From an optimization exercise on the open Yosys and OpenROAD flow, aimed at small area, a short achievable clock period and few clock cycles per item; shortcuts taken in it are not production practice. Only simulation tests tie the RTL to the original design; equivalence was not proved. No activity file was given, so power comes from the tool's default toggle rates.

Design seq_index, start of the top module:
module seq_index (
    input  wire        clk,
    input  wire        rst,
    input  wire        in_valid,
    output wire        in_ready,
    input  wire [31:0] in_block,
    input  wire [31:0] in_num,
    input  wire [31:0] in_den,
    input  wire [12:0] in_len,
    output wire        out_valid,
    input  wire        out_ready,
    output wire [11:0] out_index
);
    reg         rdy;                   
    reg         ov;                    
    reg  [11:0] oidx;
    reg         busy1;                 
    reg         fast;                  
    reg  [5:0]  pos;                   
    reg         started;               
    reg  [31:0] scan;                  
    reg  [15:0] c1, r1;                 
    wire        e = (c1 >= 16'd22050);   
    reg  [31:0] c2, r2;                
    reg  [11:0] c3, M;
    reg  [31:0] den;
    reg  [12:0] len, len3;            
    reg         t2v, t2ph, t2sw, t2fin, t2b, t2f, t2e, t2g;
    reg  [1:0]  t2d;
    reg  [4:0]  t2q;
    reg         t3v, t3ph, t3sw, t3fin, t3b;
    reg  [1:0]  t3d;
  ...
export LEC_CHECK = 0
export CAP_MARGIN = 20
export CORE_MARGIN = 2
export CORE_UTILIZATION = 40
export SLEW_MARGIN = 20
create_clock -name core_clock -period 16.0 [get_ports {clk}]
standard.sh (not shown) runs the stock make flow with config.mk's settings and CLKGATE_MAP_FILE= SYNTH_SCRIPT=/design/flow/synth_recipe.tcl, a recipe that flattens the netlist after the stock synthesis.
==> flow/flow/run.sh <==
#!/bin/bash
set -euo pipefail
bash standard.sh SETUP_SLACK_MARGIN=11 CORE_UTILIZATION=55 finish > standard_finish.log 2>&1
Testbench counts at the start, summed over its fixed seeds: cycles 102,223, items 3,200.
Rerun with:
==> flow/flow/run.sh (replaced) <==
#!/bin/bash
set -euo pipefail
bash standard.sh SETUP_SLACK_MARGIN=11 RECOVER_POWER=100 finish > standard_finish.log 2>&1
Result:
- This time the run reached the layout checks and failed them: capacitance limit, slew limit
- count of clock-buffer cells in the layout goes down by 5
- wire length goes down by 1.6%
- via count goes down by 3.7%
Rerun with:
==> flow/flow/run.sh (replaced) <==
#!/bin/bash
set -euo pipefail
bash standard.sh SETUP_SLACK_MARGIN=11.6 finish > standard_finish.log 2>&1
Outcome: With this change the flow finished clean. Synthesized cell count is unchanged. Core utilization came out higher by 6.0 points. Via count goes up by 5.5%. Sequential power rose by about 1%.
Rerun with:
==> flow/flow/run.sh (replaced) <==
#!/bin/bash
set -euo pipefail
bash standard.sh SETUP_SLACK_MARGIN=10 finish > standard_finish.log 2>&1
Result: The new run completed with no timing, DRC or antenna violations. Routed wire length goes down by roughly a tenth. Global-route usage goes down by 1.9 points. Clock skew is lower by 0.016 ns. First-iteration DRC count is lower by a few percent. Sequential cell count does not change. Clock-buffer cell count rose by 6. Clock power came out lower by a few percent. Total power falls by about a fifth.
Rerun with:
==> flow/flow/run.sh (replaced) <==
#!/bin/bash
set -euo pipefail
bash standard.sh SETUP_SLACK_MARGIN=11 finish > standard_finish.log 2>&1
The changed run passed the timing, design-rule and antenna checks.
Synthesized area stays the same.
Design area rises by a few percent.
Via count rose slightly.
Clock power is about the same.
Wire length increases by a few percent.
First-iteration DRC count went up by a few percent.
Total power came out higher by a few percent.
Combinational power is higher by a few percent.
Worst setup slack is better by 0.93 ns.
Worst hold slack is about the same.
Die area is unchanged.
Rerun with:
==> flow/flow/run.sh (replaced) <==
#!/bin/bash
set -euo pipefail
bash standard.sh SETUP_SLACK_MARGIN=11 CTS_CLUSTER_SIZE=20 CTS_CLUSTER_DIAMETER=180 finish > standard_finish.log 2>&1
Effect: Non-clock buffer count goes up by 13; hold slack gains 0.022 ns; clock skew stays flat; core utilization came out lower by 0.43 points; final area came out lower by 0.92%; count of clock-buffer cells in the layout came out lower by 20; final cell count drops by 0.35%; power fell by 5.4%.


seq_index, a different RTL version from the one above (not shown whole).
Size: about 2400 cells after synthesis, about 230 flip-flops, ~130 I/O pins.
==> flow/design.v (excerpt) <==
module seq_index (
    input  wire        clk,
    input  wire        rst,
    input  wire        in_valid,
    output wire        in_ready,
    input  wire [31:0] in_block,
    input  wire [31:0] in_num,
    input  wire [31:0] in_den,
    input  wire [12:0] in_len,
    output wire        out_valid,
    input  wire        out_ready,
    output wire [11:0] out_index
);
    localparam K = 1;                  
    reg         rdy;                   
    reg         ov;                    
    reg  [11:0] oidx;
    reg         busy1;                 
    reg  [5:0]  pos;                   
    reg         started;               
    reg  [31:0] scan;                  
    reg  [14:0] c1, r1;
    reg  [31:0] c2, r2;                
    reg  [11:0] c3, M;
    reg  [31:0] den;
    reg  [12:0] len;
    reg         t2v, t2ph, t2sw, t2fin;
    reg  [K-1:0] t2b;
    reg  [2*K-1:0] t2d;
    reg         t3v, t3ph, t3sw, t3fin;
    reg  [K-1:0] t3b;
    reg  [2*K-1:0] t3d;
    wire stall = t3v & t3fin & ov;
    wire        ph1     = pos[5];
    wire [4:0]  ppos    = pos[4:0];
    wire        z16     = (scan[31:16] == 16'd0);
    wire        z8      = (scan[31:24] == 8'd0);
    wire        can16   = ~started & z16 & (ppos <= 5'd16);
    wire        can8    = ~started & z8  & (ppos <= 5'd24);
    wire        skip    = can16 | can8;
    wire [5:0]  inc     = can16 ? 6'd16 : can8 ? 6'd8 : K;
    wire [5:0]  pos_n   = pos + inc;
  ...
export LEC_CHECK = 0
export CAP_MARGIN = 20
export CORE_MARGIN = 2
export CORE_UTILIZATION = 40
export SLEW_MARGIN = 20
create_clock -name core_clock -period 16.0 [get_ports {clk}]
==> flow/flow/run.sh <==
#!/bin/bash
set -euo pipefail
bash standard.sh SETUP_SLACK_MARGIN=11 finish > standard_finish.log 2>&1
Testbench counts at the start, summed over its fixed seeds: cycles 156,475, items 3,200.
==> next run, changes <==
==> flow/run.sh (new file) <==
#!/bin/bash
# synth_recipe.tcl (not shown) runs the flow's synth.tcl, then flattens the netlist and writes it again
# the make line also repeats each setting of config.mk as NAME=value (left out here)
make -C /OpenROAD-flow-scripts/flow DESIGN_CONFIG=/design/flow/config.mk WORK_HOME=/design/flow/orfs CLKGATE_MAP_FILE= SYNTH_SCRIPT=/design/flow/synth_recipe.tcl finish
removed: flow/flow/run.sh
removed: flow/standard.sh
The new run went through all stages and came out clean.
Synthesized cell count does not change.
Cell count is lower by 0.47%.
Clock skew barely changes.
Setup slack got worse by 0.96 ns.
Count of clock-buffer cells in the layout stays the same.
Final area is lower by 0.95%.
Die area is unchanged.
Critical path depth increases by 11.
Wire length fell by 1.3%.
Via count drops by 0.51%.
Total power is about the same.
==> next run, changes <==
==> flow/flow/run.sh (new file) <==
#!/bin/bash
set -euo pipefail
bash standard.sh SETUP_SLACK_MARGIN=12.7 finish > standard_finish.log 2>&1
==> flow/standard.sh (new file) <==
#!/bin/bash
# synth_recipe.tcl (not shown) runs the flow's synth.tcl, then flattens the netlist and writes it again
# the make line also repeats each setting of config.mk as NAME=value (left out here)
make -C /OpenROAD-flow-scripts/flow DESIGN_CONFIG=/design/flow/config.mk WORK_HOME=/design/flow/orfs CLKGATE_MAP_FILE= SYNTH_SCRIPT=/design/flow/synth_recipe.tcl "${@:-finish}"
removed: flow/run.sh
After rerunning:
- routed wire length is higher by 15%
- non-clock buffer count increases by 186
- core utilization grows by 9.7 points
- cell area increases by 21%
- hold slack improves by 0.011 ns
- critical path depth goes up by 5
==> next run, changes <==
==> flow/run.sh (new file) <==
#!/bin/bash
# synth_recipe.tcl (not shown) runs the flow's synth.tcl, then flattens the netlist and writes it again
# the make line also repeats each setting of config.mk as NAME=value (left out here)
make -C /OpenROAD-flow-scripts/flow DESIGN_CONFIG=/design/flow/config.mk WORK_HOME=/design/flow/orfs CLKGATE_MAP_FILE= SYNTH_SCRIPT=/design/flow/synth_recipe.tcl finish
CAP_MARGIN = 80   (was 20)
SLEW_MARGIN = 80   (was 20)
removed: flow/flow/run.sh
removed: flow/standard.sh
The new run ran to the end with no violations.
Synthesized cell count is unchanged.
Count of clock-buffer cells in the layout went down by 9.
Non-clock buffer count went down by 124.

afterwards: timing with drivers on the ports:
The results above use ideal ports. As a check the final layouts listed here were re-extracted and re-timed, cells and wires unchanged. Step 1 assumes that a clkbuf_16 drives the clock port and a buf_2 every other input. Step 2 adds t to the input delays and takes it off the output delays; t is the mean of the earliest and latest rising clock arrival at the registers after step 1. Input paths then give back, and output paths get back, about the clock's delay inside the block. a / b / c = ideal ports / drivers / drivers and shift; a / b = the first two.
run | t, ns | setup WS [ns] | slew at the worst register clock pin (ns)
the first run of note 1 | 0.598 | 11.108 / 11.045 / 10.754 | 0.07 / 0.07
the second run of note 1 | 0.645 | 7.808 / 7.808 / 7.808 | 0.08 / 0.08
the third run of note 1 | 0.640 | 11.353 / 11.353 / 11.060 | 0.07 / 0.07
the fourth run of note 1 | 0.649 | 10.179 / 10.179 / 10.179 | 0.07 / 0.07
the fifth run of note 1 | 0.647 | 11.111 / 11.066 / 10.911 | 0.07 / 0.07
the sixth run of note 1 | 0.597 | 11.106 / 11.106 / 10.929 | 0.11 / 0.11
the first run of note 2 | 0.639 | 11.101 / 11.042 / 11.114 | 0.06 / 0.06
the second run of note 2 | 0.639 | 10.136 / 10.136 / 10.136 | 0.06 / 0.06
the third run of note 2 | 0.637 | 11.598 / 11.598 / 11.598 | 0.07 / 0.07
the fourth run of note 2 | 0.638 | 9.666 / 9.666 / 9.666 | 0.07 / 0.07
For the first run of note 1, which loses most, drivers alone change the setup slack by -0.063 ns; drivers and shift together by -0.354 ns.
